This design comes from an exercise in tuning for small area, a short achievable clock period and few clock cycles per item on the open sky130 flow, not from production work. Function was checked by simulation only, so behaviour that the tests miss may differ from the original. Power figures rest on the tool's default switching activity, not on a simulated workload.

// dmac_prog_builder
module dmac_prog_builder (
    input  wire        clk,
    input  wire        rst,
    input  wire        cmd_valid,
    output wire        cmd_ready,
    input  wire        cmd_zf,          
    input  wire [31:0] cmd_src,
    input  wire [31:0] cmd_dst,
    input  wire [31:0] cmd_size,
    input  wire [2:0]  cmd_bsz,
    input  wire [4:0]  cmd_blen,
    input  wire [2:0]  cmd_ssz,
    input  wire [5:0]  cmd_periph,
    input  wire [1:0]  cmd_kind,        
    input  wire        cmd_cache,
    input  wire        cmd_nonsecure,
    input  wire [31:0] cmd_buf_base,
    input  wire [31:0] cmd_buf_cap,
    output wire        wr_valid,
    input  wire        wr_ready,
    output wire [31:0] wr_addr,
    output wire [7:0]  wr_data,
    output reg         res_valid,
    output wire [1:0]  res_status,      
    output reg  [3:0]  res_cause,
    output wire [31:0] res_length,
    output wire [31:0] res_needed,
    output reg  [3:0]  res_residual
);
    localparam [3:0] I_SAR  = 4'd0;
    localparam [3:0] I_DAR  = 4'd1;
    localparam [3:0] I_FLP  = 4'd2;
    localparam [3:0] I_CCRB = 4'd3;
    localparam [3:0] I_LP1  = 4'd4;
    localparam [3:0] I_LP0  = 4'd5;
    localparam [3:0] I_BODY = 4'd6;
    localparam [3:0] I_LPE0 = 4'd7;
    localparam [3:0] I_LPE1 = 4'd8;
    localparam [3:0] I_CCRT = 4'd9;
    localparam [3:0] I_END  = 4'd10;
    localparam [3:0] I_DONE = 4'd11;
    localparam [1:0] P_FULL = 2'd0;      
    localparam [1:0] P_MID  = 2'd1;      
    localparam [1:0] P_LO   = 2'd2;      
    localparam [1:0] P_TAIL = 2'd3;      
    reg        idle;             
    reg        chk;              
    reg        run;              
    reg        verr;             
    reg        ovf;              
    reg        r_zf;
    reg [31:0] r_src, r_dst;
    reg [2:0]  r_bsz, r_ssz;
    reg [4:0]  r_blen;
    reg [4:0]  r_periph;
    reg        r_per5;
    reg [1:0]  r_kind;
    reg        r_cache, r_nonsecure;
    reg [31:0] room;             
    reg [31:0] q;
    reg [7:0]  rm;
    reg [4:0]  dcnt;             
    reg        ddone;            
    reg [6:0]  d3;               
    reg [3:0]  ip;
    reg [2:0]  bi;               
    reg [1:0]  ptype;
    reg        tph;              
    reg [19:0] off;              
    reg        a_st;             
  ...
clock: 8.0 ns
lec_check: 0
cap_margin: 20
core_margin: 2
core_utilization: 40
cts_buf_list: sky130_fd_sc_hd__clkbuf_8
setup_slack_margin: 4.8
slew_margin: 20
run.sh (not shown) runs the stock make flow with config.mk's settings and CLKGATE_MAP_FILE= SYNTH_SCRIPT=/design/flow/synth_recipe.tcl, a recipe that flattens the netlist after the stock synthesis.
Testbench counts at the start, summed over its fixed seeds: cycles 17,742, builds 384.
Edit:
- GPL_TIMING_DRIVEN: not set -> 0
- SETUP_SLACK_MARGIN: 4.8 -> 5
=> Setup slack is better by 130 ps. Via count rises by 5.8%. Sequential power shrinks by about 2%. First-iteration DRC count went up by 5.1%. Final cell count grows by 6.7%. Synthesized cell count does not change. Clock skew hardly moves. Wire length rose by 12%.
Edit:
- GPL_TIMING_DRIVEN: 0 -> not set
What happened: The changed run completed without violations; clock-buffer cell count rose by 3; fmax rose by 3.7%; first-iteration DRC count grows by 3.2%; global-route usage shrinks by 3.0 points; clock power goes up by about 10%; power stays flat; flip-flop and latch count does not change.
Edit:
- CORE_UTILIZATION: 40 -> 35
Outcome: The new run finished clean. Core utilization goes down by 6.2 points. Total power goes up slightly. Clock skew stays flat. Clock power goes up by a few percent. Via count goes up slightly. Area after synthesis stays the same. Combinational power hardly moves. Global-route usage goes down by 2.5 points. Count of clock-buffer cells in the layout goes down by 1. Non-clock buffer count goes up by 8.


== amber ==
Another version of the RTL of dmac_prog_builder (not shown whole).
For scale: ~2000 cells after synthesis, roughly 300 I/O pins, roughly 0.018 mm² of cells after synthesis.
export LEC_CHECK = 0
export CAP_MARGIN = 20
export CORE_MARGIN = 2
export CORE_UTILIZATION = 65
export SETUP_SLACK_MARGIN = 5
export SLEW_MARGIN = 20
create_clock -name core_clock -period 8.0 [get_ports {clk}]
Testbench counts of amber, summed over its fixed seeds: cycles 17,742, builds 384.
Here is what was changed in the inputs of sierra compared with amber.
- setting CTS_BUF_LIST to sky130_fd_sc_hd__clkbuf_8 for the first time
- changing CORE_UTILIZATION from 65 to 40
Findings:
sierra: number of fill cells 190% above amber. sierra vs amber on floorplan die height: sierra is the higher one. On register-to-register slack, sierra tracks amber almost exactly.


RTL: one of the versions met above, not the one the previous note started from.
Size: ~2000 cells after synthesis, ~270 flip-flops, roughly 300 I/O pins.
make LEC_CHECK=0 CAP_MARGIN=20 CORE_MARGIN=2 CORE_UTILIZATION=40 CTS_BUF_LIST=sky130_fd_sc_hd__clkbuf_4 SETUP_SLACK_MARGIN=5 SLEW_MARGIN=20 finish   # period 8.0 ns
The first run passed the timing, design-rule and antenna checks.
Testbench counts at the start, summed over its fixed seeds: cycles 17,742, builds 384.
Change:
==> flow/flow/run.sh (new file) <==
#!/bin/bash
set -euo pipefail
sed 's/SETUP_SLACK_MARGIN=[0-9.]*/SETUP_SLACK_MARGIN=5.5/' standard.sh > standard_margin.sh
bash standard_margin.sh > standard.log 2>&1
==> flow/standard.sh (new file) <==
#!/bin/bash
# synth_recipe.tcl (not shown) runs the flow's synth.tcl, then flattens the netlist and writes it again
# the make line also repeats each setting of config.mk as NAME=value (left out here)
make -C /OpenROAD-flow-scripts/flow DESIGN_CONFIG=/design/flow/config.mk WORK_HOME=/design/flow/orfs CLKGATE_MAP_FILE= SYNTH_SCRIPT=/design/flow/synth_recipe.tcl "${@:-finish}"
Settings changed: CTS_BUF_LIST sky130_fd_sc_hd__clkbuf_4 to default.
removed: flow/run.sh
Result:
- count of clock-buffer cells in the layout falls by 66
- register-to-register slack is better by 60 ps
- critical path depth rises by 7
- combinational power rises by 30%
Change:
==> flow/run.sh (new file) <==
#!/bin/bash
# synth_recipe.tcl (not shown) runs the flow's synth.tcl, then flattens the netlist and writes it again
# the make line also repeats each setting of config.mk as NAME=value (left out here)
make -C /OpenROAD-flow-scripts/flow DESIGN_CONFIG=/design/flow/config.mk WORK_HOME=/design/flow/orfs CLKGATE_MAP_FILE= SYNTH_SCRIPT=/design/flow/synth_recipe.tcl finish
removed: flow/flow/run.sh
removed: flow/standard.sh
- total power goes down by 9.5%
- synthesized area stays the same
- clock power goes down by about 3%
- setup slack gets worse by 97 ps
Change:
Settings changed: CTS_BUF_LIST from default to sky130_fd_sc_hd__clkbuf_8, CTS_CLUSTER_SIZE from default to 30.
Routed wire length is about the same.
Design area stays flat.
Flip-flop and latch count does not change.
Synthesized area is unchanged.

-- re-timing with driven ports --
In the flow no input, the clock included, has a driving cell. The finished layouts below were timed again as built, in two steps. Step 1 (the two cells are an assumption about what drives the block):
set clk [get_ports {clk}]
set_driving_cell -lib_cell sky130_fd_sc_hd__clkbuf_16 $clk
set_driving_cell -lib_cell sky130_fd_sc_hd__buf_2 [delete_from_list [all_inputs] $clk]
Step 2, shift: input delay + t, output delay - t, t = (earliest + latest rising clock arrival at the registers) / 2. This alone moves slack from input paths to output paths. Three values: ideal ports, drivers, drivers and shift; two values: the first two.
| run | t, ns | setup WS [ns] | worst setup path at the end | latest minus earliest clock arrival (ns) | worst slew at a driven data input, ns |
|---|---|---|---|---|---|
| the first run of note 1 | 0.684 | 4.811 / 4.807 / 4.158 | input to register | 0.037 / 0.037 | 0.10 |
| the second run of note 1 | 0.671 | 4.937 / 4.913 / 4.325 | input to register | 0.043 / 0.043 | 0.09 |
| the third run of note 1 | 0.671 | 5.045 / 4.992 / 4.389 | input to register | 0.017 / 0.017 | 0.09 |
| the fourth run of note 1 | 0.689 | 4.998 / 4.995 / 4.344 | input to register | 0.021 / 0.021 | 0.11 |
| amber | 0.612 | 4.866 / 4.898 / 4.286 | input to register | 0.019 / 0.018 | 0.08 |
| sierra | 0.673 | 4.917 / 4.917 / 4.368 | input to register | 0.032 / 0.032 | 0.08 |
| the first run of note 3 | 0.818 | 5.011 / 4.961 / 4.164 | input to register | 0.066 / 0.066 | 0.09 |
| the second run of note 3 | 0.601 | 5.059 / 5.067 / 4.486 | input to register | 0.016 / 0.015 | 0.12 |
| the third run of note 3 | 0.599 | 4.962 / 4.934 / 4.405 | input to register | 0.010 / 0.010 | 0.10 |
| the fourth run of note 3 | 0.671 | 5.045 / 4.992 / 4.389 | input to register | 0.017 / 0.017 | 0.09 |
After both steps setup and hold are still met in every run listed. The setup slack of the first run of note 3, which loses most, moves by -0.050 ns with the drivers and by -0.847 ns with both steps.
